This design comes from an exercise in tuning for small area, a short achievable clock period and few clock cycles on the open sky130 flow, not from production work.
Only simulation tests tie the RTL to the original design; equivalence was not proved.
Power is estimated from default activity; no workload was simulated.

<file path="flow/design.v">
module tgui_blit (
    input             clk,
    input             rst,
    input             cmd_valid,
    input      [7:0]  cmd_code,
    input      [7:0]  cmd_rop,
    input      [15:0] cmd_flags,
    input      [31:0] cmd_fg,
    input      [31:0] cmd_bg,
    input      [15:0] cmd_dst_x,
    input      [15:0] cmd_dst_y,
    input      [15:0] cmd_src_x,
    input      [15:0] cmd_src_y,
    input      [15:0] cmd_size_x,
    input      [15:0] cmd_size_y,
    input      [15:0] cmd_clip_left,
    input      [15:0] cmd_clip_top,
    input      [15:0] cmd_clip_right,
    input      [15:0] cmd_clip_bottom,
    input      [9:0]  cmd_rowoffset,
    input      [1:0]  cmd_bpp,
    input             pat_we,
    input      [5:0]  pat_addr,
    input      [7:0]  pat_data,
    output            busy,
    output            mem_req,
    output            mem_we,
    output     [19:0] mem_addr,
    output     [1:0]  mem_size,
    output     [31:0] mem_wdata,
    input             mem_ready,
    input             mem_rvalid,
    input      [31:0] mem_rdata
);
    localparam F_SRCPAT    = 1;
    localparam F_SRCDISP   = 2;
    localparam F_PATMONO   = 5;
    localparam F_SRCMONO   = 6;
    localparam F_YNEG      = 8;
    localparam F_XNEG      = 9;
    localparam F_YMAJ      = 10;
    localparam F_TRANSENA  = 12;
    localparam F_TRANSREV  = 13;
    localparam F_SOLIDFILL = 14;
    localparam P_IDLE  = 2'd0;
    localparam P_SETUP = 2'd1;
    localparam P_RUN   = 2'd2;
    localparam M_BLT  = 2'd0;    
    localparam M_LINE = 2'd1;    
    localparam M_VEC  = 2'd2;    
    localparam SRC_DISP  = 2'd0;
    localparam SRC_PAT   = 2'd1;    
    localparam SRC_CONST = 2'd2;    
    localparam E_FREE = 3'd0;
    localparam E_WS   = 3'd1;       
    localparam E_ND   = 3'd2;       
    localparam E_WD   = 3'd3;       
    localparam E_NW   = 3'd4;       
    localparam E_OW   = 3'd5;       
    reg [1:0] phase;
    reg [7:0] pat_mem [0:63];
    always @(posedge clk)
        if (pat_we)
            pat_mem[pat_addr] <= pat_data;
    reg [1:0]  mode;
    reg [1:0]  srcm;
    reg        usedst;
    reg        trans_on, transrev, solid, patmono, srcmono;
    reg        xneg, yneg, ymaj, vxen, vyen;
    reg [7:0]  rop_s;
    reg [31:0] fg_s, bg_s;
    reg [1:0]  sh;
    reg        em1, em2;                 
    reg        tr_fg, tr_bg, tr_cst, thz;    
    reg        xz;                       
    reg [15:0] clip_l, clip_t, clip_r, clip_b;
    reg [15:0] x0;
    reg [15:0] k1_s, k2_s;
    reg [19:0] stepA, stepB;
    reg [9:0]  ro_n;
    reg [3:0]  mcnt;
    reg        first_setup;
    reg signed [17:0] dx, dy;
    reg [14:0] xcnt, xrel, ycnt;
    reg signed [31:0] err;
    reg [19:0] dst_a, src_a;        
    reg [1:0]  q_cnt;
    reg        q_hd, q_tl;
    reg [19:0] q_dst0, q_dst1, q_src0, q_src1;
    reg [7:0]  q_pb0, q_pb1;
    reg        q_tr0, q_tr1;
    reg        skip_r, stop_r;
    reg [8:0]  e_st_v;
    reg [59:0] e_dst_v;
    reg [95:0] e_dat_v;
    reg [23:0] e_pb_v;
    reg [1:0] tq0, tq1, tq2;
    reg [1:0] tcnt;
    reg        o_req, o_we;
    reg [1:0]  o_slot;
    reg [19:0] o_addr;
    reg [31:0] o_wdata;
    wire [1:0]  in_sh   = (cmd_bpp == 2'd0) ? 2'd0 : (cmd_bpp == 2'd1) ? 2'd1 : 2'd2;
    wire        in_use_src = (((cmd_rop & 8'h33) ^ ((cmd_rop >> 2) & 8'h33)) != 8'h00);
    wire        in_use_dst = (((cmd_rop ^ (cmd_rop >> 1)) & 8'h55) != 8'h00);
    wire        in_line = (cmd_code == 8'h04);
    wire        in_vec  = (cmd_code == 8'h05) || (cmd_code == 8'h06);
    wire [2:0]  in_dir  = cmd_flags[10:8];
    wire        in_xneg = in_vec ? (in_dir == 3'd3 || in_dir == 3'd4 || in_dir == 3'd5) : cmd_flags[F_XNEG];
    wire        in_yneg = in_vec ? (in_dir == 3'd1 || in_dir == 3'd2 || in_dir == 3'd3) : cmd_flags[F_YNEG];
    wire        in_vxen = !in_vec || !(in_dir == 3'd2 || in_dir == 3'd6);
    wire        in_vyen = !in_vec || !(in_dir == 3'd0 || in_dir == 3'd4);
    wire [19:0] in_xb   = {17'd0, in_sh == 2'd2, in_sh == 2'd1, in_sh == 2'd0};
    wire [19:0] in_xdb  = in_xneg ? (20'd0 - in_xb) : in_xb;
    wire [19:0] in_ro8  = {7'd0, cmd_rowoffset, 3'd0};
    wire [19:0] in_yb   = in_yneg ? (20'd0 - in_ro8) : in_ro8;
    wire [14:0] in_szx  = cmd_size_x[15] ? 15'd0 : cmd_size_x[14:0];
    wire [14:0] in_szy  = cmd_size_y[15] ? 15'd0 : cmd_size_y[14:0];
    wire [31:0] in_em   = (in_sh == 2'd0) ? 32'h000000ff : (in_sh == 2'd1) ? 32'h0000ffff : 32'hffffffff;
    wire [31:0] in_tcol = cmd_flags[F_TRANSREV] ? cmd_fg : cmd_bg;
    wire        in_trfg = (((cmd_fg ^ in_tcol) & in_em) == 32'd0);
    wire        in_trbg = (((cmd_bg ^ in_tcol) & in_em) == 32'd0);
    wire        in_tz   = ((in_tcol & in_em) == 32'd0);
    wire        in_thz  = ((in_tcol[31:8] & in_em[31:8]) == 24'd0);
    wire [9:0] ro_a = (cmd_rowoffset[9:2] == 8'd0) ? {cmd_rowoffset[1:0], 8'd0} : cmd_rowoffset;
    wire [3:0] sh_a = (cmd_rowoffset[9:2] == 8'd0) ? 4'd8 : 4'd0;
    wire [9:0] ro_b = (ro_a[9:6] == 4'd0) ? {ro_a[5:0], 4'd0} : ro_a;
    wire [3:0] sh_b = sh_a + ((ro_a[9:6] == 4'd0) ? 4'd4 : 4'd0);
    wire [9:0] ro_c = (ro_b[9:8] == 2'd0) ? {ro_b[7:0], 2'd0} : ro_b;
    wire [3:0] sh_c = sh_b + ((ro_b[9:8] == 2'd0) ? 4'd2 : 4'd0);
    wire [9:0] ro_d = (ro_c[9] == 1'b0) ? {ro_c[8:0], 1'b0} : ro_c;
    wire [3:0] sh_d = sh_c + ((ro_c[9] == 1'b0) ? 4'd1 : 4'd0);
    wire [3:0] in_mcnt = (cmd_rowoffset == 10'd0) ? 4'd0 : (4'd10 - sh_d);
    function [31:0] mix;
        input [7:0]  rop;
        input [31:0] d, p, s;
        integer i;
        begin
            for (i = 0; i < 32; i = i + 1)
                mix[i] = rop[{p[i], s[i], d[i]}];
        end
    endfunction
    wire [31:0] emask = {{16{em2}}, {8{em1}}, 8'hff};
    function [31:0] patv;
        input [7:0] pb;
        input       sol, mono;
        input [31:0] fg, bg;
        begin
            patv = sol ? fg : mono ? (pb[0] ? fg : bg) : {24'd0, pb};
        end
    endfunction
    wire [31:0] sconst   = srcmono ? bg_s : 32'd0;
    wire [31:0] tcol_m   = (transrev ? fg_s : bg_s) & emask;
    wire        need_rd  = (srcm == SRC_DISP) || usedst;
    wire        running  = (phase == P_RUN);
    wire        row_end = xz;
    wire [2:0]  pat_px   = dx[2:0];
    wire [2:0]  pat_py   = dy[2:0];
    wire [7:0]  pat_byte = pat_mem[{pat_py, patmono ? 3'd0 : pat_px}];
    wire [7:0]  pb_cur   = patmono ? {7'd0, pat_byte[3'd7 - pat_px]} : pat_byte;
    wire [7:0]  tcol8    = transrev ? fg_s[7:0] : bg_s[7:0];
    wire        pat_tr   = solid ? tr_fg : patmono ? (pb_cur[0] ? tr_fg : tr_bg) : (thz && (pat_byte == tcol8));
    wire signed [17:0] cl18 = {{2{clip_l[15]}}, clip_l};
    wire signed [17:0] cr18 = {{2{clip_r[15]}}, clip_r};
    wire signed [17:0] ct18 = {{2{clip_t[15]}}, clip_t};
    wire signed [17:0] cb18 = {{2{clip_b[15]}}, clip_b};
    wire x_lo      = (dx < cl18);
    wire x_hi      = (dx > cr18);
    wire y_lo      = (dy < ct18);
    wire y_hi      = (dy > cb18);
    wire clip_ok   = !x_lo && !x_hi && !y_lo && !y_hi;
    wire far_y     = (y_hi && (!yneg || !vyen)) || (y_lo && (yneg || !vyen));
    wire far_x     = (x_hi && (!xneg || !vxen)) || (x_lo && (xneg || !vxen));
    wire w_stop    = far_y || ((mode != M_BLT) && far_x);
    wire w_skip    = (mode == M_BLT) && !row_end && (y_lo || y_hi || far_x);
    wire stop_now  = stop_r;
    wire skip_now  = skip_r && !row_end;
    wire trans_cur = trans_on && (srcm != SRC_DISP) && ((srcm == SRC_PAT) ? pat_tr : tr_cst);
    reg  [2:0] e_val, e_nw, e_nd, e_hz;
    integer j;
    always @* begin
        for (j = 0; j < 3; j = j + 1) begin
            e_val[j] = (e_st_v[3*j +: 3] != E_FREE);
            e_nw[j]  = (e_st_v[3*j +: 3] == E_NW);
            e_nd[j]  = (e_st_v[3*j +: 3] == E_ND);
            e_hz[j]  = e_val[j] && !((e_st_v[3*j +: 3] == E_OW) && mem_ready) &&
                       ((e_dst_v[20*j +: 20] == p_dst) ||
                        ((srcm == SRC_DISP) && (e_dst_v[20*j +: 20] == p_src)));
        end
    end
    wire       any_free  = !(&e_val);
    wire [1:0] free_i    = !e_val[0] ? 2'd0 : !e_val[1] ? 2'd1 : 2'd2;
    wire [1:0] nw_i      = e_nw[0] ? 2'd0 : e_nw[1] ? 2'd1 : 2'd2;
    wire [1:0] nd_i      = e_nd[0] ? 2'd0 : e_nd[1] ? 2'd1 : 2'd2;
    wire       p_val     = (q_cnt != 2'd0);
    wire [19:0] p_dst    = q_hd ? q_dst1 : q_dst0;
    wire [19:0] p_src    = q_hd ? q_src1 : q_src0;
    wire [7:0]  p_pb     = q_hd ? q_pb1  : q_pb0;
    wire        p_tr     = q_hd ? q_tr1  : q_tr0;
    wire       p_ok      = p_val && !p_tr && any_free && !(|e_hz);
    wire        rv     = mem_rvalid && (tcnt != 2'd0);
    wire [1:0]  rt     = tq0;
    wire [2:0]  rt_st  = e_st_v[3*rt +: 3];
    wire        rt_ws  = (rt_st == E_WS);
    wire [31:0] rdm    = mem_rdata & emask;
    wire        rt_tr  = trans_on && (rdm == tcol_m);
    wire        rv_w   = rv && (rt_ws ? !usedst : 1'b1);
    wire        rv_d   = rv && rt_ws && usedst;
    wire        rv_sq  = rt_ws && rt_tr;
    wire [7:0]  m_pb   = rv ? e_pb_v[8*rt +: 8] : p_pb;
    wire [31:0] m_p    = patv(m_pb, solid, patmono, fg_s, bg_s);
    wire [31:0] m_s    = (srcm == SRC_DISP) ? (rt_ws ? rdm : e_dat_v[32*rt +: 32]) :
                         (srcm == SRC_PAT)  ? m_p : sconst;
    wire [31:0] m_out  = mix(rop_s, rdm, m_p, m_s) & emask;
    wire hold     = o_req && !mem_ready;
    wire sel_rvw  = !hold && rv_w;
    wire sel_nw   = !hold && !rv_w && (|e_nw);
    wire sel_rvd  = !hold && !rv_w && !(|e_nw) && rv_d;
    wire sel_nd   = !hold && !rv_w && !(|e_nw) && !rv_d && (|e_nd);
    wire sel_p    = !hold && !rv_w && !(|e_nw) && !rv_d && !(|e_nd) && p_ok && need_rd;
    wire alloc_w  = p_ok && !need_rd;           
    wire p_take   = sel_p || alloc_w;
    wire p_pop    = p_take || (p_val && p_tr);   
    wire adv      = running && !stop_now && !skip_now && (q_cnt != 2'd2);
    wire p_load   = adv && clip_ok;
    assign mem_req   = o_req;
    assign mem_we    = o_we;
    assign mem_addr  = o_addr;
    assign mem_size  = sh;
    assign mem_wdata = o_wdata;
    assign busy = (phase != P_IDLE) || p_val || (|e_val);
    wire taken    = o_req && mem_ready;
    wire rd_taken = taken && !o_we;
    wire        err_ge  = !err[31];
    wire        last    = (mode == M_BLT) ? (row_end && ycnt == 15'd0) : (ycnt == 15'd0);
    wire        use_b   = (mode == M_BLT) ? row_end : (mode == M_LINE) ? err_ge : 1'b1;
    wire        mvx     = (mode == M_LINE) ? (err_ge || !ymaj) : vxen;
    wire        mvy     = (mode == M_LINE) ? (err_ge || ymaj)  : vyen;
    wire signed [17:0] dx_n = dx + (xneg ? -18'sd1 : 18'sd1);
    wire signed [17:0] dy_n = dy + (yneg ? -18'sd1 : 18'sd1);
    wire        setup_fin = (mcnt == 4'd0);
    wire [19:0] y8   = {dy[16:0], 3'd0};
    wire [19:0] sy8  = {k1_s[15], k1_s, 3'd0};
    wire [19:0] xs   = {{2{dx[17]}}, dx} << sh;
    wire [19:0] sxs  = {{4{k2_s[15]}}, k2_s} << sh;
    wire [19:0] xcs  = {5'd0, xcnt} << sh;
    wire        s_inv = skip_now && xneg;
    wire [19:0] stp  = skip_now ? (xcs ^ {20{xneg}}) : use_b ? stepB : stepA;
    wire [19:0] da_a = running ? dst_a : setup_fin ? dst_a : {dst_a[18:0], 1'b0};
    wire [19:0] da_b = running ? stp   : setup_fin ? xs    : (ro_n[9] ? y8 : 20'd0);
    wire [19:0] sa_a = running ? src_a : setup_fin ? src_a : {src_a[18:0], 1'b0};
    wire [19:0] sa_b = running ? stp   : setup_fin ? sxs   : (ro_n[9] ? sy8 : 20'd0);
    wire [19:0] da_n = da_a + da_b + {19'd0, running && s_inv};
    wire [19:0] sa_n = sa_a + sa_b + {19'd0, running && s_inv};
    wire [19:0] xrs  = {5'd0, xrel} << sh;
    wire [19:0] xdb  = xneg ? (20'd0 - {17'd0, sh == 2'd2, sh == 2'd1, sh == 2'd0})
                            : {17'd0, sh == 2'd2, sh == 2'd1, sh == 2'd0};
    wire        q2_inv = (mode == M_BLT) && !xneg;
    wire [19:0] q2   = (mode == M_BLT) ? (xrs ^ {20{q2_inv}}) : vxen ? xdb : 20'd0;
    integer i;
    always @(posedge clk) begin
        if (rst) begin
            phase  <= P_IDLE;
            e_st_v <= 9'd0;
            tcnt   <= 2'd0;
            q_cnt  <= 2'd0;
            q_hd   <= 1'b0;
            q_tl   <= 1'b0;
            o_req  <= 1'b0;
        end else begin
            if (rv) begin
                tq0 <= tq1;
                tq1 <= tq2;
            end
            if (rd_taken) begin
                case (tcnt - (rv ? 2'd1 : 2'd0))
                2'd0: tq0 <= o_slot;
                2'd1: tq1 <= o_slot;
                default: tq2 <= o_slot;
                endcase
            end
            tcnt <= tcnt + (rd_taken ? 2'd1 : 2'd0) - (rv ? 2'd1 : 2'd0);
            if (!hold) begin
                o_req <= ((sel_rvw || sel_rvd) && !rv_sq) || sel_nw || sel_nd || sel_p;
                o_we  <= sel_rvw || sel_nw;
                if (sel_rvw || sel_rvd) begin
                    o_slot <= rt;
                    o_addr <= e_dst_v[20*rt +: 20];
                end else if (sel_nw) begin
                    o_slot <= nw_i;
                    o_addr <= e_dst_v[20*nw_i +: 20];
                end else if (sel_nd) begin
                    o_slot <= nd_i;
                    o_addr <= e_dst_v[20*nd_i +: 20];
                end else begin
                    o_slot <= free_i;
                    o_addr <= (srcm == SRC_DISP) ? p_src : p_dst;
                end
                o_wdata <= sel_rvw ? m_out : e_dat_v[32*nw_i +: 32];
            end
            for (i = 0; i < 3; i = i + 1) begin
                if (taken && o_we && o_slot == i)
                    e_st_v[3*i +: 3] <= E_FREE;
                if (sel_nw && nw_i == i)
                    e_st_v[3*i +: 3] <= E_OW;
                if (sel_nd && nd_i == i)
                    e_st_v[3*i +: 3] <= E_WD;
                if (rv && rt == i) begin
                    if (rt_ws) begin
                        e_dat_v[32*i +: 32] <= usedst ? rdm : m_out;
                        e_st_v[3*i +: 3]    <= rt_tr ? E_FREE : sel_rvw ? E_OW : sel_rvd ? E_WD :
                                               usedst ? E_ND : E_NW;
                    end else begin
                        e_dat_v[32*i +: 32] <= m_out;
                        e_st_v[3*i +: 3]    <= sel_rvw ? E_OW : E_NW;
                    end
                end
                if (p_take && free_i == i) begin
                    e_st_v[3*i +: 3]    <= (srcm == SRC_DISP) ? E_WS : usedst ? E_WD : E_NW;
                    e_dst_v[20*i +: 20] <= p_dst;
                    e_pb_v[8*i +: 8]    <= p_pb;
                    e_dat_v[32*i +: 32] <= m_out;
                end
            end
            if (adv) begin
                if (q_tl) begin
                    q_dst1 <= dst_a;
                    q_src1 <= src_a;
                    q_pb1  <= pb_cur;
                    q_tr1  <= trans_cur;
                end else begin
                    q_dst0 <= dst_a;
                    q_src0 <= src_a;
                    q_pb0  <= pb_cur;
                    q_tr0  <= trans_cur;
                end
            end
            if (p_load)
                q_tl <= !q_tl;
            if (p_pop)
                q_hd <= !q_hd;
            q_cnt <= q_cnt + (p_load ? 2'd1 : 2'd0) - (p_pop ? 2'd1 : 2'd0);
            case (phase)
            P_IDLE: begin
                if (cmd_valid && !busy) begin
                    rop_s    <= cmd_rop;
                    fg_s     <= cmd_fg;
                    bg_s     <= cmd_bg;
                    sh       <= in_sh;
                    em1      <= (in_sh != 2'd0);
                    em2      <= (in_sh == 2'd2);
                    tr_fg    <= in_trfg;
                    tr_bg    <= in_trbg;
                    tr_cst   <= cmd_flags[F_SRCMONO] ? in_trbg : in_tz;
                    thz      <= in_thz;
                    xz       <= (in_szx == 15'd0);
                    clip_l   <= cmd_clip_left;
                    clip_t   <= cmd_clip_top;
                    clip_r   <= cmd_clip_right;
                    clip_b   <= cmd_clip_bottom;
                    x0       <= cmd_dst_x;
                    dx       <= {{2{cmd_dst_x[15]}}, cmd_dst_x};
                    dy       <= {{2{cmd_dst_y[15]}}, cmd_dst_y};
                    k1_s     <= cmd_src_y;
                    k2_s     <= cmd_src_x;
                    err      <= {{16{cmd_size_x[15]}}, cmd_size_x};
                    xrel     <= in_szx;
                    xcnt     <= in_szx;
                    ycnt     <= (cmd_code == 8'h03) ? 15'd0 : in_szy;
                    usedst   <= in_use_dst;
                    transrev <= cmd_flags[F_TRANSREV];
                    srcmono  <= cmd_flags[F_SRCMONO];
                    patmono  <= cmd_flags[F_PATMONO] && !(in_line || in_vec);
                    solid    <= cmd_flags[F_SOLIDFILL] || in_line || in_vec;
                    trans_on <= (cmd_code == 8'h01) && cmd_flags[F_TRANSENA];
                    xneg     <= in_xneg;
                    yneg     <= in_yneg;
                    ymaj     <= cmd_flags[F_YMAJ];
                    vxen     <= in_vxen;
                    vyen     <= in_vyen;
                    stepA    <= (in_line && cmd_flags[F_YMAJ]) ? in_yb : in_xdb;
                    stepB    <= in_vyen ? in_yb : 20'd0;
                    ro_n     <= ro_d;
                    mcnt     <= in_mcnt;
                    first_setup <= 1'b1;
                    skip_r   <= 1'b0;
                    stop_r   <= 1'b0;
                    dst_a    <= 20'd0;
                    src_a    <= 20'd0;
                    mode     <= in_line ? M_LINE : in_vec ? M_VEC : M_BLT;
                    srcm     <= SRC_PAT;
                    case (cmd_code)
                    8'h01: begin
                        if (cmd_flags[F_SRCDISP]) begin
                            srcm  <= SRC_DISP;
                            phase <= P_SETUP;
                        end else if (cmd_flags[F_SRCPAT]) begin
                            phase <= P_SETUP;
                        end else if (!in_use_src) begin
                            srcm  <= SRC_CONST;
                            phase <= P_SETUP;
                        end
                    end
                    8'h03: begin
                        if (cmd_flags[F_SRCDISP] || !cmd_flags[F_SRCPAT])
                            srcm <= SRC_DISP;
                        phase <= P_SETUP;
                    end
                    8'h04, 8'h05, 8'h06:
                        phase <= P_SETUP;
                    default: ;
                    endcase
                end
            end
            P_SETUP: begin
                first_setup <= 1'b0;
                if (first_setup)
                    stepB <= stepB + q2 + {19'd0, q2_inv};
                dst_a <= da_n;
                src_a <= sa_n;
                ro_n  <= {ro_n[8:0], 1'b0};
                mcnt  <= mcnt - 4'd1;
                if (setup_fin)
                    phase <= P_RUN;
            end
            P_RUN: begin
                if (stop_now)
                    phase <= P_IDLE;
                else if (skip_now) begin
                    dst_a  <= da_n;
                    src_a  <= sa_n;
                    xcnt   <= 15'd0;
                    xz     <= 1'b1;
                    skip_r <= 1'b0;
                end else if (adv) begin
                    skip_r <= w_skip;
                    stop_r <= w_stop;
                    dst_a <= da_n;
                    src_a <= sa_n;
                    if (mode == M_BLT) begin
                        xcnt <= row_end ? xrel : xcnt - 15'd1;
                        xz   <= row_end ? (xrel == 15'd0) : (xcnt == 15'd1);
                        if (row_end) begin
                            dx   <= {{2{x0[15]}}, x0};
                            dy   <= dy_n;
                            ycnt <= ycnt - 15'd1;
                        end else
                            dx <= dx_n;
                    end else begin
                        ycnt <= ycnt - 15'd1;
                        if (mvx) dx <= dx_n;
                        if (mvy) dy <= dy_n;
                        if (mode == M_LINE)
                            err <= err + (err_ge ? {{16{k2_s[15]}}, k2_s} : {{16{k1_s[15]}}, k1_s});
                    end
                    if (last)
                        phase <= P_IDLE;
                end
            end
            default: ;
            endcase
        end
    end
endmodule
</file>
<file path="flow/run.sh">
#!/bin/bash
# synth_recipe.tcl (not shown) runs the flow's synth.tcl, then flattens the netlist and writes it again
# the make line also repeats each setting of config.mk as NAME=value (left out here)
make -C /OpenROAD-flow-scripts/flow DESIGN_CONFIG=/design/flow/config.mk WORK_HOME=/design/flow/orfs CLKGATE_MAP_FILE= SYNTH_SCRIPT=/design/flow/synth_recipe.tcl finish
</file>
<file path="flow/config.mk">
export PLATFORM = sky130hd
export DESIGN_NAME = tgui_blit
export DESIGN_NICKNAME = tgui_blit
export VERILOG_FILES = /design/flow/design.v
export SDC_FILE = /design/flow/constraint.sdc
export NUM_CORES = 4
export LEC_CHECK = 0
export CAP_MARGIN = 20
export CORE_MARGIN = 2
export CORE_UTILIZATION = 40
export PLACE_DENSITY = 0.6
export SETUP_SLACK_MARGIN = 5
export SLEW_MARGIN = 20
</file>
<file path="flow/constraint.sdc">
create_clock -name core_clock -period 12.0 [get_ports {clk}]
set_input_delay 2.4000 -clock core_clock [delete_from_list [all_inputs] [get_ports {clk}]]
set_output_delay 2.4000 -clock core_clock [all_outputs]
set_load 0.01 [all_outputs]
</file>
==> flow_summary.json, run 1 <==
{
  "grt_max_degree": 113,
  "drt-initial-drc-count": 6242,
  "antenna_left": 0,
  "yosysSeqAreaShare_pct": 53.4,
  "grt_pass1_vias": 50292,
  "crit_top_cell": "buf_4",
  "synth-seq-cells": 1280,
  "max-cap-violations": 0,
  "hold_path_class": "flip-flop to flip-flop",
  "cts_hold_buffers": 0,
  "drive_above_1_share_pct": 11.5,
  "cts_buffers": 146,
  "period_share_pct": 49.5,
  "grt_util_all_layers_pct": 24.4,
  "wirelength_um": 227000,
  "worstSetupPathType": "flip-flop to flip-flop",
  "max_stage_delay_ns": 0.80,
  "viasPerCell": 5.93,
  "slowest_stage": "o21ai_0",
  "grt_pass1_wl_um": 333000,
  "layout_common_cells": "edfxtp_1 (1,262), nand2_1 (516), nor2_1 (463), a21oi_1 (372), clkdlybuf4s50_1 (361)",
  "pwr_density_cell_nw_per_um2": 202,
  "startpoint_type": "flip-flop",
  "clock-skew-final_ns": 0.0352,
  "finalHoldViolations": 0,
  "cts_tree": "yes",
  "path_max_fanout": 65,
  "slew_viol_final": 0,
  "post-route-util_pct": 46.2,
  "core_area_um2": 178000,
  "cts.sink_count": 1280,
  "finalCriticalPeriod_ns": 5.94,
  "overflow": 0,
  "portBuffers": 370,
  "dieArea_um2": 182000,
  "worstPathArrival_ns": 6.45,
  "die-width_um": 427,
  "syn_nets": 6621,
  "drc": 0,
  "grt_setup_unrepaired": "no",
  "start_util_pct": 40.2,
  "cts_resized": 0,
  "pin_count": 377,
  "mostFrequentLayoutCell": "edfxtp_1",
  "vias": 52459,
  "worstMarginPinSlew_ns": 1.18,
  "final_nets": 6887,
  "r2r_setup_slack_ns": 6.06,
  "yosys_warnings": 1,
  "async_reset_ff_share_pct": 0,
  "status": "timing/DRC/antenna clean",
  "postCtsSetupBuffers": 0,
  "htreeDepth": 4,
  "finalSetupViolations": 0,
  "syn_to_final_growth_pct": 15.0,
  "avgRoutedWirePerCell_um": 25.7,
  "clock_latency_ns": 0.80,
  "cts-root-buf": "clkbuf_16",
  "slew_headroom_pct": 20.9,
  "clk_pin_slew_worst_paths_ns": 0.06,
  "syn_area_um2": 71600,
  "power.leakage_nw": 28.6,
  "timing.fmax_mhz": 168,
  "cp_cell_sequence": "inv_1, ha_4, buf_4, inv_2, buf_4, nand3_1, o21ai_0, fa_1, a21o_1, a21oi_1, o211ai_1, nand2_1, o311a_1, a211oi_1, a41o_1, o41ai_1, xor2_1, nor2_1",
  "end_kind": "flip-flop",
  "dp_hpwl_um": 158000,
  "cts_max_path_buffers": 3,
  "fp.dieH_um": 427,
  "finalSetupTns_ns": 0,
  "avgSynthCellArea_um2": 11.8,
  "antenna_found_initial": 20,
  "synthFlopType": "edfxtp_1",
  "synth_cell_type_count": 108,
  "synth-edff-count": 1262,
  "place_area_um2": 77600,
  "ir_drop_v": 0.000174,
  "fin_area_um2": 82300,
  "synth_cells": 6090,
  "required_ns": 12.51,
  "placementRows": 155,
  "globalplace.congestion": 0.929,
  "first_pass_iters": 6
}
[worst paths after layout]
check / cells past startpoint / from / end
max: 18 / phase[0] / src_a[18]
min: 0 / src_a[0] / q_src1[0]
max reg2reg: 18 / phase[0] / src_a[18]
min reg2reg: 0 / src_a[0] / q_src1[0]
[synthesized netlist by cell type (156+ instances only)]
master | number | area [um^2]
mux2_2 | 210 | 2360
nor2_1 | 469 | 1760
xnor2_1 | 237 | 2080
a21oi_1 | 379 | 1900
edfxtp_1 | 1262 | 37900
ha_1 | 202 | 2530
mux2i_1 | 323 | 3230
o21ai_0 | 245 | 1230
inv_1 | 156 | 586
nand2_1 | 517 | 1940
nand3_1 | 166 | 831
clkbuf_1 | 232 | 871
[cell families after synthesis]
kind of cell | after synthesis | synth area share (%)
and+or+nand+nor | 1606 | 10.3
AOI/OAI and AO/OA | 1434 | 12.9
DFF | 1280 | 53.4
muxes | 665 | 11.8
buffers and inverters | 532 | 3.34
xor gates and xnor gates | 362 | 4.43
adders and majority gates | 211 | 3.78
[worst max-delay path, delay by kind of cell (launching register included)]
family | cells | cell delay [ns]
adder cells (fa/ha/maj) | 2 | 0.73
XOR/XNOR | 1 | 0.14
buffers and inverters | 4 | 1.45
flip-flops | 1 | 0.37
AND/OR/NAND/NOR | 3 | 0.40
AO/OA/AOI/OAI | 8 | 2.43
[report_power, final]
group / leakage (nW) / total, mW / internal [mW] / switching, mW
Sequential: 11.6 / 6.09 / 5.66 / 0.435
Clock: 2.31 / 4.49 / 2.63 / 1.86
Combinational: 14.7 / 6.09 / 2.36 / 3.72
[state kept, by name, summed over array words and instances, names as in the netlist, 24 cells and up]
name and flops:
o_wdata 32, e_pb_v 24, err 32, bg_s 32, fg_s 32, e_dat_v 96
pat_mem 512, e_dst_v 60
[routing by layer]
layer | track usage, % | share of wire [%] | vias up | routed length [um]
met4 | 9.70 | 3.9 | 2 | 8770
met2 | 37.4 | 45 | 2459 | 103000
met1 | 34.0 | 43 | 25867 | 96800
li1 | - | - | 23768 | -
met5 | 0 | 0.0031 | - | 7
met3 | 4.59 | 8.3 | 363 | 18900
[final cells by class]
class | count | area (um^2)
Clock inverter | 78 | 842
Timing Repair Buffer | 486 | 4580
Sequential cell | 1280 | 38300
Multi-Input combinational cell | 4278 | 31200
Clock buffer | 186 | 3900
Antenna cell | 17 | 42.5
Inverter | 164 | 616
Tap cell | 2355 | 2950
Fill cell | 16053 | 95900
[through the flow]
step                std cells  worst slack, ns  power [mW]  hold WS [ns]
global placement         8560             6.04        12.1         0.485
finish                   8844             6.06        16.7         0.491
CTS                      8827             6.14        16.6         0.473
floorplan                6090             2.97        10.2         0.444
global route             8842             5.77        17.5         0.508
detailed placement       8563             5.92        12.2         0.487
Testbench counts, summed over its fixed seeds: cycles 298,733.
==> inputs of run 2 (changes only) <==
--- a/flow/config.mk
+++ b/flow/config.mk
@@ -8,6 +8,6 @@
 export CAP_MARGIN = 20
 export CORE_MARGIN = 2
-export CORE_UTILIZATION = 40
-export PLACE_DENSITY = 0.6
+export CORE_UTILIZATION = 55
+export PLACE_DENSITY = 0.7
 export SETUP_SLACK_MARGIN = 5
 export SLEW_MARGIN = 20
==> run 2 against run 1 <==
Net effect:
- die area is 27% lower
- first-iteration DRC count is 8.5% higher
- via count is 1.9% higher
- core utilization is 17 points higher
- combinational power is 0.8% lower
- fmax is 4.7% higher
- worst setup slack better by 0.27 ns
- critical path depth is 1 lower
- global-route usage is 7.9 points higher
- final cell count is 7.2% lower
- non-clock buffer count stayed put
- critical endpoint unchanged
- largest cell class unchanged
==> flow_summary.json, run 2 <==
{
  "clock_latency_ns": 0.80,
  "mostFrequentLayoutCell": "edfxtp_1",
  "worstPathArrival_ns": 6.22,
  "synth_fa_ha_area_share_pct": 3.78,
  "path_max_fanout": 25,
  "yosysMostFrequentCell": "edfxtp_1",
  "antenna_left": 0,
  "finalNonFillerCells": 8211,
  "top_register": "pat_mem",
  "finalSetupViolations": 0,
  "layout_common_cells": "edfxtp_1 (1,262), nand2_1 (516), nor2_1 (463), a21oi_1 (373), clkdlybuf4s50_1 (361)",
  "core_area_um2": 129000,
  "grt_pass1_wl_um": 322000,
  "drive_above_1_share_pct": 11.5,
  "synth-edff-count": 1262,
  "wirelength_um": 217000,
  "synth_cells": 6090,
  "cts_hold_buffers": 0,
  "synth_cell_type_count": 108,
  "fill_cells": 10004,
  "final_nets": 6880,
  "busiest_layer": "met2",
  "drc": 0,
  "end_kind": "flip-flop",
  "r2r_setup_slack_ns": 6.33,
  "slew_headroom_pct": 18.8,
  "avgRoutedWirePerCell_um": 26.4,
  "placed_cells": 7948,
  "r2r-start": "xz",
  "vias": 53470,
  "max-cap-violations": 0,
  "syn_area_um2": 71600,
  "clk_pin_slew_worst_paths_ns": 0.06,
  "synthSimpleGateAreaFrac_pct": 10.3,
  "status": "timing/DRC/antenna clean",
  "postCtsSetupBuffers": 0,
  "hold_end": "q_src0[11]",
  "grt_setup_unrepaired": "no",
  "ir_drop_v": 0.000159,
  "yosysSeqAreaShare_pct": 53.4,
  "overflow": 0,
  "synth-seq-cells": 1280,
  "startpoint_type": "flip-flop",
  "start_util_pct": 55.4,
  "syn_nets": 6621,
  "die-width_um": 365,
  "synth.largest_area_cell": "edfxtp_1",
  "drt-initial-drc-count": 6774,
  "viasPerCell": 6.51,
  "cts-root-buf": "clkbuf_16",
  "placementRows": 132,
  "yosys_warnings": 1,
  "cts_buffers": 139,
  "gr-usage-met2_pct": 49.5,
  "antenna_found_initial": 11,
  "period_share_pct": 47.3,
  "synthTopCellsByArea": "edfxtp_1 (53%), mux2i_1 (4.5%), ha_1 (3.5%)",
  "avgSynthCellArea_um2": 11.8,
  "clock-skew-final_ns": 0.0364,
  "worstSetupPathType": "flip-flop to flip-flop",
  "finalSetupTns_ns": 0,
  "portBuffers": 370,
  "yosys.area.top_type_share_pct": 52.9,
  "power.leakage_nw": 28.5,
  "dieArea_um2": 133000,
  "worstMarginPinSlew_ns": 1.21,
  "finalCriticalPeriod_ns": 5.67,
  "largest_reg_flops": 512,
  "globalplace.congestion": 0.955,
  "cts_tree": "yes",
  "finalHoldViolations": 0,
  "use_met1_pct": 45.5,
  "fp.dieH_um": 365,
  "grt_util_all_layers_pct": 32.2,
  "async_reset_ff_share_pct": 0,
  "r2r_cells": 17,
  "synth_compound_area_share_pct": 12.9,
  "htreeDepth": 4,
  "synthXorXnorAreaFrac_pct": 4.43,
  "grt_max_degree": 154,
  "synth_top_family_by_area": "compound AO/OA/AOI/OAI gates",
  "dp_hpwl_um": 146000,
  "first_pass_iters": 6,
  "synthTopCellsByCount": "edfxtp_1 (1,262), nand2_1 (517), nor2_1 (469)",
  "pin_count": 377,
  "cts_resized": 0,
  "muxShareOfSynthArea_pct": 11.8,
  "min_from": "src_a[11]",
  "synthFlopType": "edfxtp_1",
  "cts_max_path_buffers": 3,
  "required_ns": 12.55,
  "cts.sink_count": 1280,
  "slew_viol_final": 0,
  "timing.fmax_mhz": 176,
  "pwr_density_cell_nw_per_um2": 202,
  "reg2reg_to": "src_a[18]",
  "syn_to_final_growth_pct": 13.7,
  "reg.largest.list": "pat_mem x512, e_dat_v x96, e_dst_v x60",
  "hold_path_class": "flip-flop to flip-flop",
  "met3_usage_pct": 6.73,
  "grt_pass1_vias": 51242,
  "min_delay_path_depth": 0
}
==> run 2: cell counts after synthesis <==
Identical to the previous run, type by type.
==> run 2: through the flow <==
step	cell area, um^2	setup slack (ns)	utilization (%)	total power [mW]	hold WS [ns]
after detailed placement	76700	5.71	59.3	12.0	0.480
after global placement	76700	5.79	59.3	11.9	0.473
after global routing	81400	6.03	62.9	17.2	0.510
after CTS	81300	6.30	62.9	16.3	0.498
final	81400	6.33	62.9	16.4	0.496
after floorplan	71600	2.97	-	10.2	0.444
==> run 2: kinds of logic (layout without fill, tap and decap cells) <==
| kind of cell | Yosys count | count (layout) |
|---|---|---|
| buffers and inverters | 532 | 903 |
| DFF | 1280 | 1280 |
| xor gates and xnor gates | 362 | 362 |
| AOI/OAI and AO/OA | 1434 | 1434 |
| other | 0 | 8 |
| muxes | 665 | 665 |
| adders and majority gates | 211 | 211 |
| and+or+nand+nor | 1606 | 1606 |
==> run 2: how the worst max path moves through the flow <==
stage                       end  slack [ns]        from
detailed placement  e_dat_v[48]        5.71  mem_rvalid
CTS                   src_a[18]        6.30          xz
global placement     o_wdata[9]        5.79  mem_rvalid
global route          src_a[18]        6.03          xz
finish                src_a[18]        6.33          xz
floorplan               bg_s[0]        2.97   cmd_valid
==> run 2: where the power goes <==
part / internal [mW] / switching [mW] / leakage, nW
Combinational: 2.38 / 3.67 / 14.7
Clock: 2.45 / 1.87 / 2.21
Sequential: 5.65 / 0.394 / 11.6
==> run 2: metal layers <==
metal / vias up / part of all wire, %
li1: 23740 / -
met1: 26055 / 41
met2: 3190 / 45
met3: 479 / 11
met4: 6 / 3.3
met5: - / 0.020
==> run 2: critical path, cell delays in order (launching register included) <==
cell and delay (ns):
edfxtp_1 0.97, o21ai_0 0.29, and2_0 0.59, nand2_1 0.22, a31oi_1 0.16, a32o_1 0.26, fa_1 0.49, fa_1 0.48
a21o_1 0.19, a21oi_1 0.27, o211ai_1 0.17, nand2_1 0.11, o311a_1 0.22, a211oi_1 0.11, a41o_1 0.28, o41ai_1 0.38
xor2_1 0.18, nor2_1 0.05
==> run 2: layout make-up <==
type                       instances  area (um^2)  share of cell area, %
multi-input combinational       4278        31200                   38.3
timing repair buffer             486         4610                   5.66
clock inverter                    88          942                   1.16
sequential                      1280        38300                   47.0
antenna                            8         20.0                 0.0246
tap                             1742         2180                   2.68
clock buffer                     165         3630                   4.46
inverter                         164          616                  0.756
==> inputs of run 3 (changes only) <==
==> flow/flow/run.sh (new file) <==
#!/bin/bash
set -euo pipefail
bash standard.sh SETUP_SLACK_MARGIN=7 finish > layout_make.log 2>&1
==> flow/standard.sh (new file) <==
#!/bin/bash
# synth_recipe.tcl (not shown) runs the flow's synth.tcl, then flattens the netlist and writes it again
# the make line also repeats each setting of config.mk as NAME=value (left out here)
make -C /OpenROAD-flow-scripts/flow DESIGN_CONFIG=/design/flow/config.mk WORK_HOME=/design/flow/orfs CLKGATE_MAP_FILE= SYNTH_SCRIPT=/design/flow/synth_recipe.tcl "${@:-finish}"
removed: flow/run.sh
==> run 3 against run 2 <==
Net effect:
- still clean on timing, DRC and antenna
- clock skew grew 0.00089 ns
- die area unchanged
- final cell count hardly changed
- routed wire length decreased by 0.42%
- clock power grew 1%
- first-iteration DRC count rose by 4.9%
- global-route usage fell by 0.32 points
- synthesized cell count is the same
- critical path depth is 7 lower
- register-to-register slack improved by 0.76 ns
- critical endpoint is now e_st_v[8]
- highest routed layer unchanged
==> flow_summary.json, run 3 <==
{
  "worstMarginPinSlew_ns": 1.13,
  "end_kind": "flip-flop",
  "viasPerCell": 6.49,
  "multi_input_area_um2": 31200,
  "worstPathArrival_ns": 5.62,
  "layout_common_cells": "edfxtp_1 (1,262), nand2_1 (515), nor2_1 (462), a21oi_1 (372), clkdlybuf4s50_1 (360)",
  "route.met2.wl_um": 95600,
  "cpLargestDelayFamily": "compound AO/OA/AOI/OAI gates",
  "slew_viol_final": 0,
  "htreeDepth": 4,
  "grt_util_all_layers_pct": 31.9,
  "switching_share_pct": 36.1,
  "dp_hpwl_um": 144000,
  "hold_path_class": "flip-flop to flip-flop",
  "yosys.area.top_type_share_pct": 52.9,
  "synth-edff-count": 1262,
  "synth_cells": 6090,
  "async_reset_ff_share_pct": 0,
  "power.leakage_nw": 28.6,
  "cts_max_path_buffers": 3,
  "final_nets": 6884,
  "max_stage_delay_ns": 0.72,
  "wirelength_um": 216000,
  "post-route-util_pct": 63.1,
  "startpoint_type": "input pin",
  "clk_pin_slew_worst_paths_ns": 0.06,
  "period_share_pct": 41.4,
  "finalCriticalPeriod_ns": 4.97,
  "dieArea_um2": 133000,
  "portBuffers": 370,
  "timing.fmax_mhz": 201,
  "antenna_found_initial": 14,
  "yosysSeqAreaShare_pct": 53.4,
  "p_clk_share_pct": 26.6,
  "cts_buffers": 139,
  "die-width_um": 365,
  "grt_setup_unrepaired": "yes",
  "path_max_fanout": 7,
  "worstSetupPathType": "input pin to flip-flop",
  "drive_above_1_share_pct": 11.8,
  "finalSetupViolations": 0,
  "syn_area_um2": 71600,
  "cts_tree": "yes",
  "grt_pass1_wl_um": 319000,
  "overflow": 0,
  "wl_met3_um": 25000,
  "cp_cell_sequence": "clkdlybuf4s50_1, xnor2_1, nor4_1, nand4b_1, a221oi_1, buf_4, o21ai_0, a221o_1, o21ai_1, a21oi_1",
  "top_register": "pat_mem",
  "max-cap-violations": 0,
  "yosys_warnings": 1,
  "fin_area_um2": 81700,
  "syn_to_final_growth_pct": 14.0,
  "synthFlopType": "edfxtp_1",
  "p_int_mw": 10.5,
  "globalplace.congestion": 0.954,
  "clock_latency_ns": 0.80,
  "slew_headroom_pct": 23.7,
  "synth-seq-cells": 1280,
  "pin_count": 377,
  "seq_area_um2": 38300,
  "placementRows": 132,
  "largest_reg_flops": 512,
  "pwr_density_cell_nw_per_um2": 202,
  "fp.dieH_um": 365,
  "antenna_left": 0,
  "ir_drop_v": 0.000143,
  "path_buf_inv": 2,
  "syn_nets": 6621,
  "yosysMostFrequentCell": "edfxtp_1",
  "fill_cells": 9900,
  "drc": 0,
  "reg.largest.list": "pat_mem x512, e_dat_v x96, e_dst_v x60",
  "place_area_um2": 76800,
  "finalHoldViolations": 0,
  "start_util_pct": 55.4,
  "vias": 53294,
  "p_seq_share_pct": 36.5,
  "cts.sink_count": 1280,
  "first_pass_iters": 9,
  "drt-initial-drc-count": 7107,
  "synthTopCellsByArea": "edfxtp_1 (53%), mux2i_1 (4.5%), ha_1 (3.5%)",
  "clock-skew-final_ns": 0.0373,
  "status": "timing/DRC/antenna clean",
  "required_ns": 12.65,
  "avgSynthCellArea_um2": 11.8,
  "top_layer": "met5",
  "avgRoutedWirePerCell_um": 26.3,
  "synthTopCellsByCount": "edfxtp_1 (1,262), nand2_1 (517), nor2_1 (469)",
  "switchingPower_mw": 5.95,
  "grt_pass1_vias": 50549,
  "finalSetupTns_ns": 0,
  "wl_met1_um": 88100,
  "synth.largest_area_cell": "edfxtp_1",
  "mostFrequentLayoutCell": "edfxtp_1",
  "slowest_stage": "nor4_1",
  "core_area_um2": 129000,
  "grt_max_degree": 186,
  "cts-root-buf": "clkbuf_16",
  "synth_cell_type_count": 108,
  "power_frac_comb_pct": 37.0
}
-- run 3: cell count changes in the layout (fill, tap and decap cells not counted), sizes merged, moves of 2 or more --
| cell | previous run | this run |
|---|---|---|
| inv | 170 | 165 |
| clkinv | 61 | 59 |
| diode | 8 | 10 |
| buf | 125 | 127 |
| clkbuf | 165 | 170 |
| clkinvlp | 9 | 11 |
| bufinv | 12 | 14 |
-- run 3: worst paths after layout --
check             cells past startpoint  slack, ns    endpoint          from
hold reg to reg                       0       0.49  q_dst1[14]     dst_a[14]
setup / recovery                     10       7.03   e_st_v[8]  mem_rdata[6]
setup reg to reg                     12       7.09       q_tr0         dx[2]
hold / removal                        0       0.49  q_dst1[14]     dst_a[14]
-- run 3: worst register-to-register path, stage by stage, from the launching register on --
cell       delay [ns]
edfxtp_1         0.48
buf_12           0.54
buf_4            0.79
nand3b_1         0.43
o22ai_1          0.41
a2111oi_0        0.17
a31oi_1          0.18
a21oi_1          0.08
a31oi_1          0.72
mux4_2           0.43
mux2i_4          0.09
mux2_4           0.32
o21ai_2          0.09
-- run 3: timing repair --
action,4_1_cts,5_1_grt
pin swaps,2,0
hold endpoints to repair,0,0
resized for setup,18,22
buffers inserted,2,2
endpoints found under the setup margin,201,60
hold buffers,0,0
cloned,1,0
-- run 3: cell families after synthesis --
kind of cell	Yosys count	synth area share, %
mux	665	11.8
compound gates	1434	12.9
buf+inv	532	3.34
fa+ha+maj	211	3.78
flops	1280	53.4
simple gates	1606	10.3
xor+xnor	362	4.43
-- run 3: metrics by stage --
| step | power [mW] | setup WS, ns | hold WS [ns] | cells |
|---|---|---|---|---|
| 6_report | 16.5 | 7.03 | 0.495 | 8218 |
| 5_1_grt | 17.2 | 6.93 | 0.517 | 8212 |
| 4_1_cts | 16.4 | 7.01 | 0.493 | 8206 |
| 3_5_place_dp | 12.0 | 5.81 | 0.481 | 7949 |
| 3_3_place_gp | 11.9 | 5.86 | 0.477 | 7949 |
| 2_1_floorplan | 10.2 | 2.97 | 0.444 | 6090 |
-- run 3: metal layers --
layer  track usage [%]  vias up
met5                 0        -
met4              10.9       10
met3              7.33      474
met2              48.4     3154
met1              45.4    25900
li1                  -    23756
-- run 3: layout make-up --
type	instances	share of cell area, %
diodes	10	0.0306
flip-flops and latches	1280	46.9
inverters	164	0.758
well taps	1742	2.67
clock buffers	169	4.46
repair buffers	490	5.75
multi-input cells	4278	38.2
clock inverters	85	1.23
-- run 3: power by group through the flow --
stage	logic, mW	clock network [mW]	registers [mW]
5_1_grt	6.58	4.59	6.06
4_1_cts	5.97	4.42	6.01
2_1_floorplan	4.17	0	6.02
3_5_place_dp	5.89	0	6.10
6_report	6.10	4.38	6.02
3_3_place_gp	5.79	0	6.09
==> inputs of run 4 (changes only) <==
--- a/flow/design.v
+++ b/flow/design.v
@@ -208,5 +208,5 @@
     wire        rv_d   = rv && rt_ws && usedst;
     wire        rv_sq  = rt_ws && rt_tr;
-    wire [7:0]  m_pb   = rv ? e_pb_v[8*rt +: 8] : p_pb;
+    wire [7:0]  m_pb   = need_rd ? e_pb_v[8*rt +: 8] : p_pb;
     wire [31:0] m_p    = patv(m_pb, solid, patmono, fg_s, bg_s);
     wire [31:0] m_s    = (srcm == SRC_DISP) ? (rt_ws ? rdm : e_dat_v[32*rt +: 32]) :
@@ -229,5 +229,6 @@
     assign mem_size  = sh;
     assign mem_wdata = o_wdata;
-    assign busy = (phase != P_IDLE) || p_val || (|e_val);
+    reg  [2:0] ev;                       
+    assign busy = (phase != P_IDLE) || p_val || (|ev);
     wire taken    = o_req && mem_ready;
     wire rd_taken = taken && !o_we;
@@ -258,4 +259,26 @@
     wire        q2_inv = (mode == M_BLT) && !xneg;
     wire [19:0] q2   = (mode == M_BLT) ? (xrs ^ {20{q2_inv}}) : vxen ? xdb : 20'd0;
+    reg [8:0] e_st_n;
+    integer k;
+    always @* begin
+        e_st_n = e_st_v;
+        for (k = 0; k < 3; k = k + 1) begin
+            if (taken && o_we && o_slot == k)
+                e_st_n[3*k +: 3] = E_FREE;
+            if (sel_nw && nw_i == k)
+                e_st_n[3*k +: 3] = E_OW;
+            if (sel_nd && nd_i == k)
+                e_st_n[3*k +: 3] = E_WD;
+            if (rv && rt == k) begin
+                if (rt_ws)
+                    e_st_n[3*k +: 3] = rt_tr ? E_FREE : sel_rvw ? E_OW : sel_rvd ? E_WD :
+                                       usedst ? E_ND : E_NW;
+                else
+                    e_st_n[3*k +: 3] = sel_rvw ? E_OW : E_NW;
+            end
+            if (p_take && free_i == k)
+                e_st_n[3*k +: 3] = (srcm == SRC_DISP) ? E_WS : usedst ? E_WD : E_NW;
+        end
+    end
     integer i;
     always @(posedge clk) begin
@@ -263,4 +286,5 @@
             phase  <= P_IDLE;
             e_st_v <= 9'd0;
+            ev     <= 3'd0;
             tcnt   <= 2'd0;
             q_cnt  <= 2'd0;
@@ -299,23 +323,10 @@
                 o_wdata <= sel_rvw ? m_out : e_dat_v[32*nw_i +: 32];
             end
+            e_st_v <= e_st_n;
             for (i = 0; i < 3; i = i + 1) begin
-                if (taken && o_we && o_slot == i)
-                    e_st_v[3*i +: 3] <= E_FREE;
-                if (sel_nw && nw_i == i)
-                    e_st_v[3*i +: 3] <= E_OW;
-                if (sel_nd && nd_i == i)
-                    e_st_v[3*i +: 3] <= E_WD;
-                if (rv && rt == i) begin
-                    if (rt_ws) begin
-                        e_dat_v[32*i +: 32] <= usedst ? rdm : m_out;
-                        e_st_v[3*i +: 3]    <= rt_tr ? E_FREE : sel_rvw ? E_OW : sel_rvd ? E_WD :
-                                               usedst ? E_ND : E_NW;
-                    end else begin
-                        e_dat_v[32*i +: 32] <= m_out;
-                        e_st_v[3*i +: 3]    <= sel_rvw ? E_OW : E_NW;
-                    end
-                end
+                ev[i] <= (e_st_n[3*i +: 3] != E_FREE);
+                if (rv && rt == i)
+                    e_dat_v[32*i +: 32] <= (rt_ws && usedst) ? rdm : m_out;
                 if (p_take && free_i == i) begin
-                    e_st_v[3*i +: 3]    <= (srcm == SRC_DISP) ? E_WS : usedst ? E_WD : E_NW;
                     e_dst_v[20*i +: 20] <= p_dst;
                     e_pb_v[8*i +: 8]    <= p_pb;
==> flow/flow/run.sh (replaced) <==
#!/bin/bash
set -euo pipefail
bash standard.sh SETUP_SLACK_MARGIN=8 finish > layout_make.log 2>&1
==> run 4 against run 3 <==
Net effect:
- register-to-register slack better by 0.30 ns
- still clean on timing, DRC and antenna
- core utilization up 3.8 points
- critical endpoint is now dst_a[18]
- largest cell class unchanged
- critical path type is now flip-flop to flip-flop
- combinational power up 8.4%
- routed wire length up 4.7%
==> flow_summary.json, run 4 <==
{
  "finalSetupTns_ns": 0,
  "finalNonFillerCells": 8415,
  "drt-initial-drc-count": 6906,
  "fill_cells": 9394,
  "total_power_mw": 16.9,
  "largest_reg_flops": 512,
  "max-cap-violations": 0,
  "hold_path_class": "flip-flop to flip-flop",
  "slew_viol_final": 0,
  "r2r_cells": 20,
  "mostFrequentLayoutCell": "edfxtp_1",
  "grt_setup_unrepaired": "yes",
  "drc": 0,
  "yosysSeqAreaShare_pct": 53.5,
  "power.leakage_nw": 31.4,
  "worstPathArrival_ns": 5.14,
  "globalplace.congestion": 0.926,
  "die-width_um": 365,
  "placementRows": 132,
  "clock-skew-final_ns": 0.0526,
  "finalCriticalPeriod_ns": 4.61,
  "viasPerCell": 6.54,
  "syn_to_final_growth_pct": 20.9,
  "final_nets": 7090,
  "min_delay_path_depth": 0,
  "dieArea_um2": 133000,
  "async_reset_ff_share_pct": 0,
  "grt_util_all_layers_pct": 32.7,
  "timing.fmax_mhz": 217,
  "start_util_pct": 55.4,
  "antenna_found_initial": 6,
  "htreeDepth": 4,
  "avgRoutedWirePerCell_um": 26.9,
  "cts_buffers": 143,
  "grt_pass1_wl_um": 327000,
  "place_area_um2": 77100,
  "r2r_setup_slack_ns": 7.39,
  "synthFlopType": "edfxtp_1",
  "cts_max_path_buffers": 3,
  "finalHoldViolations": 0,
  "final.setup.worst_slack_ns": 7.39,
  "synthTopCellsByArea": "edfxtp_1 (53%), mux2i_1 (6.6%), ha_1 (3.5%)",
  "required_ns": 12.52,
  "yosysMostFrequentCell": "edfxtp_1",
  "pin_count": 377,
  "synth_cells": 6093,
  "reg2reg_to": "dst_a[18]",
  "pwr_density_cell_nw_per_um2": 195,
  "cts-root-buf": "clkbuf_16",
  "portBuffers": 370,
  "syn_area_um2": 71700,
  "finalSetupViolations": 0,
  "layout_common_cells": "edfxtp_1 (1,262), nand2_1 (466), mux2i_1 (431), nor2_1 (323), a21oi_1 (320)",
  "yosys.area.top_type_share_pct": 52.9,
  "cts_hold_buffers": 0,
  "r2r-start": "sh[1]",
  "fp.dieH_um": 365,
  "dp_hpwl_um": 141000,
  "worstMarginPinSlew_ns": 1.21,
  "end_kind": "flip-flop",
  "synthTopCellsByCount": "edfxtp_1 (1,262), nand2_1 (508), mux2i_1 (470)",
  "startpoint_type": "flip-flop",
  "synth.largest_area_cell": "edfxtp_1",
  "placed_cells": 7932,
  "worstSetupPathType": "flip-flop to flip-flop",
  "status": "timing/DRC/antenna clean",
  "grt_pass1_vias": 51829,
  "first_pass_iters": 7,
  "synth-seq-cells": 1283,
  "min_from": "src_a[19]",
  "overflow": 0,
  "clock_latency_ns": 0.81,
  "top_register": "pat_mem",
  "synth_cell_type_count": 91,
  "drive_above_1_share_pct": 18.9,
  "synth-edff-count": 1262,
  "reg.largest.list": "pat_mem x512, e_dat_v x96, e_dst_v x60",
  "ir_drop_v": 0.000170,
  "avgSynthCellArea_um2": 11.8,
  "path_max_fanout": 6,
  "period_share_pct": 38.4,
  "grt_max_degree": 145,
  "place_ws_ns": 5.94,
  "antenna_left": 0,
  "cts.sink_count": 1283,
  "wirelength_um": 226000,
  "fin_area_um2": 86600,
  "clk_pin_slew_worst_paths_ns": 0.06,
  "hold_end": "q_src0[19]",
  "core_area_um2": 129000,
  "syn_nets": 6624,
  "slew_headroom_pct": 19.1,
  "cts_tree": "yes",
  "vias": 55047,
  "yosys_warnings": 1
}
run 4: through the flow:
step	util (%)	hold slack, ns
3_3_place_gp	59.5	0.463
6_report	66.9	0.487
4_1_cts	65.4	0.486
2_1_floorplan	-	0.444
5_1_grt	66.9	0.504
3_5_place_dp	59.5	0.473
run 4: cell families after synthesis:
| group | synth area share (%) |
|---|---|
| XOR/XNOR | 4.28 |
| AND/OR/NAND/NOR | 9.90 |
| flip-flops | 53.5 |
| adder cells (fa/ha/maj) | 3.78 |
| AO/OA/AOI/OAI | 12.7 |
| buffers and inverters | 3.09 |
| multiplexers | 12.8 |
run 4: worst max-delay path by stage:
stage	from	endpoint	cells after the start	slack, ns
after floorplan	rst	bg_s[0]	3	5.43
after global placement	sh[0]	dst_a[19]	18	6.04
after detailed placement	sh[0]	dst_a[19]	18	5.94
after CTS	sh[1]	dst_a[18]	20	7.54
after global routing	sh[1]	dst_a[18]	20	7.22
final	sh[1]	dst_a[18]	20	7.39
run 4: final cells by class:
type	instances	area (um^2)	share of cell area [%]
multi-input combinational	4267	33600	38.8
clock buffer	183	3730	4.30
timing repair buffer	691	7220	8.34
clock inverter	72	890	1.03
inverter	173	679	0.784
antenna	4	10.0	0.0116
tap	1742	2180	2.52
sequential	1283	38300	44.2
run 4: worst max-delay path, cell delays in order, from the launching register on:
cell and delay, ns:
edfxtp_1 0.51, buf_12 0.19, buf_16 0.13, nor2_4 0.10, nand2_2 0.07, xnor2_1 0.14, nor2_1 0.13, a31oi_2 0.08
a22o_1 0.26, fa_2 0.36, fa_2 0.35, a21o_1 0.18, a21oi_2 0.17, o21bai_2 0.11, a2111oi_4 0.38, o31ai_2 0.12
nor4_2 0.36, o31ai_2 0.12, o41ai_2 0.35, xor2_1 0.17, nor2_1 0.05
run 4: power breakdown:
| group | switching [mW] | internal (mW) | total (mW) |
|---|---|---|---|
| clock | 1.89 | 2.47 | 4.35 |
| combinational | 3.90 | 2.71 | 6.61 |
| sequential | 0.346 | 5.62 | 5.96 |
run 4: what timing repair did:
item / CTS / global route
cloned: 25 / 12
pin swaps: 119 / 106
resized for setup: 550 / 270
endpoints found under the hold margin: 0 / 0
endpoints found under the setup margin: 1238 / 681
buffers inserted: 100 / 87
run 4: per-layer routing:
layer / GRT usage (%) / up-vias / routed length, um
met5: 0 / - / 12
met4: 12.4 / 2 / 9320
met3: 6.91 / 562 / 26200
met2: 49.8 / 3487 / 100000
met1: 46.1 / 26769 / 90600
li1: - / 24227 / -
Testbench counts of run 4, summed over its fixed seeds: cycles 298,733.
==> inputs of run 5 (changes only) <==
--- a/flow/config.mk
+++ b/flow/config.mk
@@ -6,4 +6,5 @@
 export NUM_CORES = 4
 export LEC_CHECK = 0
+export ABC_AREA = 1
 export CAP_MARGIN = 20
 export CORE_MARGIN = 2
==> run 5 against run 4 <==
Net effect:
- die area grew 1.8%
- routed wire length grew 12%
- final area grew 0.69%
- core utilization shrank 0.64 points
- global-route usage grew 3.1 points
- power shrank 8.4%
- clock-buffer cell count shrank 8
- synthesized cell count grew 35%
- flip-flop and latch count is the same
- area after synthesis grew 1.8%
- final cell count grew 25%
- via count grew 18%
- critical path type is now flip-flop to output pin
- critical endpoint is now busy
==> flow_summary.json, run 5 <==
{
  "portBuffers": 370,
  "yosys.area.top_type_share_pct": 51.9,
  "final.setup.worst_slack_ns": 7.87,
  "drive_above_1_share_pct": 11.7,
  "synthTopCellsByArea": "edfxtp_1 (52%), nand2_1 (11%), nand3_1 (5.0%)",
  "power.leakage_nw": 34.3,
  "timing.fmax_mhz": 242,
  "finalSetupViolations": 0,
  "place_area_um2": 78000,
  "synth_cell_type_count": 72,
  "period_share_pct": 34.4,
  "pin_count": 377,
  "yosysMostFrequentCell": "nand2_1",
  "htreeDepth": 4,
  "max-cap-violations": 0,
  "max_stage_delay_ns": 0.32,
  "finalSetupTns_ns": 0,
  "syn_nets": 8747,
  "die-width_um": 368,
  "worstPathArrival_ns": 1.73,
  "avgRoutedWirePerCell_um": 24.0,
  "grt_pass1_wl_um": 368000,
  "cts_buffers": 141,
  "mostFrequentLayoutCell": "nand2_1",
  "place_ws_ns": 5.26,
  "final_nets": 9195,
  "status": "timing/DRC/antenna clean",
  "worstMarginPinSlew_ns": 1.34,
  "viasPerCell": 6.16,
  "yosysSeqAreaShare_pct": 52.5,
  "first_pass_iters": 7,
  "cts_max_path_buffers": 3,
  "wirelength_um": 253000,
  "async_reset_ff_share_pct": 0,
  "worstSetupPathType": "flip-flop to output pin",
  "synth-edff-count": 1262,
  "end_kind": "output pin",
  "dp_hpwl_um": 162000,
  "startpoint": "phase[0]",
  "r2r-start": "mode[1]",
  "yosys_warnings": 1,
  "synth-seq-cells": 1283,
  "ir_drop_v": 0.000168,
  "drc": 0,
  "path_buf_inv": 3,
  "core_area_um2": 132000,
  "clock_latency_ns": 0.80,
  "cts_hold_buffers": 0,
  "fp.dieH_um": 368,
  "required_ns": 9.60,
  "grt_max_degree": 89,
  "start_util_pct": 55.4,
  "synth.largest_area_cell": "edfxtp_1",
  "dieArea_um2": 136000,
  "slowest_stage": "dfxtp_2",
  "placementRows": 133,
  "min_from": "src_a[19]",
  "antenna_left": 0,
  "slew_headroom_pct": 10.6,
  "synthFlopType": "edfxtp_1",
  "avgSynthCellArea_um2": 8.88,
  "drt-initial-drc-count": 9338,
  "grt_pass1_vias": 59199,
  "synthTopCellsByCount": "nand2_1 (2,199), edfxtp_1 (1,262), nand3_1 (736)",
  "syn_to_final_growth_pct": 19.6,
  "top_register": "pat_mem",
  "pwr_density_cell_nw_per_um2": 178,
  "finalCriticalPeriod_ns": 4.13,
  "cts.sink_count": 1283,
  "layout_common_cells": "nand2_1 (2,151), edfxtp_1 (1,262), nand3_1 (722), inv_1 (625), o21ai_0 (595)",
  "finalHoldViolations": 0,
  "fin_area_um2": 87200,
  "cts_tree": "yes",
  "slew_viol_final": 0,
  "grt_util_all_layers_pct": 35.8,
  "grt_setup_unrepaired": "yes",
  "overflow": 0,
  "hold_path_class": "flip-flop to flip-flop",
  "cts-root-buf": "clkbuf_16",
  "r2r_setup_slack_ns": 7.89,
  "synth_cells": 8216,
  "cpLargestDelayFamily": "flip-flops",
  "cp_cell_sequence": "inv_2, ha_4, inv_6, nor2_4, nand3_4, buf_6",
  "antenna_found_initial": 10,
  "globalplace.congestion": 0.981,
  "clock-skew-final_ns": 0.0505,
  "total_power_mw": 15.5,
  "reg.largest.list": "pat_mem x512, e_dat_v x96, e_dst_v x60",
  "clk_pin_slew_worst_paths_ns": 0.06,
  "vias": 64914,
  "startpoint_type": "flip-flop",
  "path_max_fanout": 3,
  "syn_area_um2": 72900,
  "largest_reg_flops": 512
}
[run 5: cell types whose count changed after synthesis, sizes merged, moves of 58 or more]
| cell | change |
|---|---|
| nand2 | +1707 |
| nand3 | +626 |
| inv | +525 |
| mux2i | -463 |
| o21ai | +439 |
| mux2 | -227 |
| xnor2 | -172 |
| a22oi | -107 |
| a21oi | +100 |
| mux4 | -79 |
| o22ai | +78 |
| nor2b | -71 |
| o211ai | +62 |
| a221oi | -58 |
[run 5: metrics by stage]
stage | std cells | util, % | hold slack (ns)
after floorplan | 8216 | - | 0.445
after global placement | 10039 | 59.2 | 0.456
after detailed placement | 10041 | 59.3 | 0.464
after CTS | 10445 | 64.9 | 0.476
after global routing | 10528 | 66.3 | 0.494
final | 10535 | 66.3 | 0.482
[run 5: layout make-up]
cell class	instances	area (um^2)
antenna	7	17.5
clock buffer	175	3690
clock inverter	77	729
fill	10441	44400
inverter	721	2920
multi-input combinational	5827	32200
sequential	1283	38300
tap	1755	2200
timing repair buffer	683	7160
timing repair inverter	7	45.0
[run 5: kinds of logic after synthesis]
| logic type | count (synthesis) | share of synthesized area [%] |
|---|---|---|
| AOI/OAI and AO/OA | 1765 | 14.1 |
| xor gates and xnor gates | 208 | 2.50 |
| adders and majority gates | 211 | 3.71 |
| buffers and inverters | 1117 | 6.09 |
| DFF | 1283 | 52.5 |
| muxes | 8 | 0.120 |
| and+or+nand+nor | 3624 | 21.0 |
[run 5: worst paths after layout]
kind / to / cells after the start
min reg2reg: q_src1[19] / 0
max reg2reg: dst_a[14] / 26
min: q_src1[19] / 0
max: busy / 6
[run 5: layer usage]
metal / wire length (um) / vias up / track usage (%)
met2: 111000 / 4026 / 53.5
met4: 12200 / 6 / 15.3
met3: 29700 / 707 / 7.61
li1: - / 29673 / -
met1: 100000 / 30502 / 50.5
met5: 47 / - / 0
[run 5: report_power, final]
group / switching (mW) / internal (mW) / leakage [nW] / total (mW)
sequential: 0.206 / 5.51 / 11.6 / 5.71
clock: 1.88 / 2.32 / 2.13 / 4.20
combinational: 3.80 / 1.79 / 20.6 / 5.59
total: 5.88 / 9.62 / 34.3 / 15.5
[run 5: timing repair]
action                      CTS  global route
setup endpoints to repair  1308           568
setup buffers               121            69
cloned                       31            14
gates resized for setup     486           275
pin swaps                    68           102

==> afterwards: timing with drivers on the ports <==
Ports are ideal in the flow. The routed layouts listed here were re-timed in OpenROAD. Step 1: set_driving_cell puts a clkbuf_16 on clk and a buf_2 on each other input, an assumption about the parent block. Step 2 also shifts input and output timing later by t, the mid clock arrival at the registers, as if the neighbouring blocks saw the same clock. a / b / c = no drivers / after step 1 / after step 2; a / b = the first two.
run	t (ns)	setup slack, ns	clock arrival spread, ns
run 1	0.877	6.060 / 6.060 / 5.874	0.043 / 0.043
run 2	0.871	6.328 / 6.328 / 5.665	0.044 / 0.043
run 3	0.869	7.031 / 7.029 / 6.214	0.045 / 0.045
run 4	0.869	7.388 / 7.388 / 6.990	0.054 / 0.053
run 5	0.855	7.867 / 7.783 / 7.154	0.051 / 0.052
After both steps every run listed still meets setup and hold. The setup slack of run 3, which loses most, moves by -0.002 ns with the drivers and by -0.817 ns with both steps.
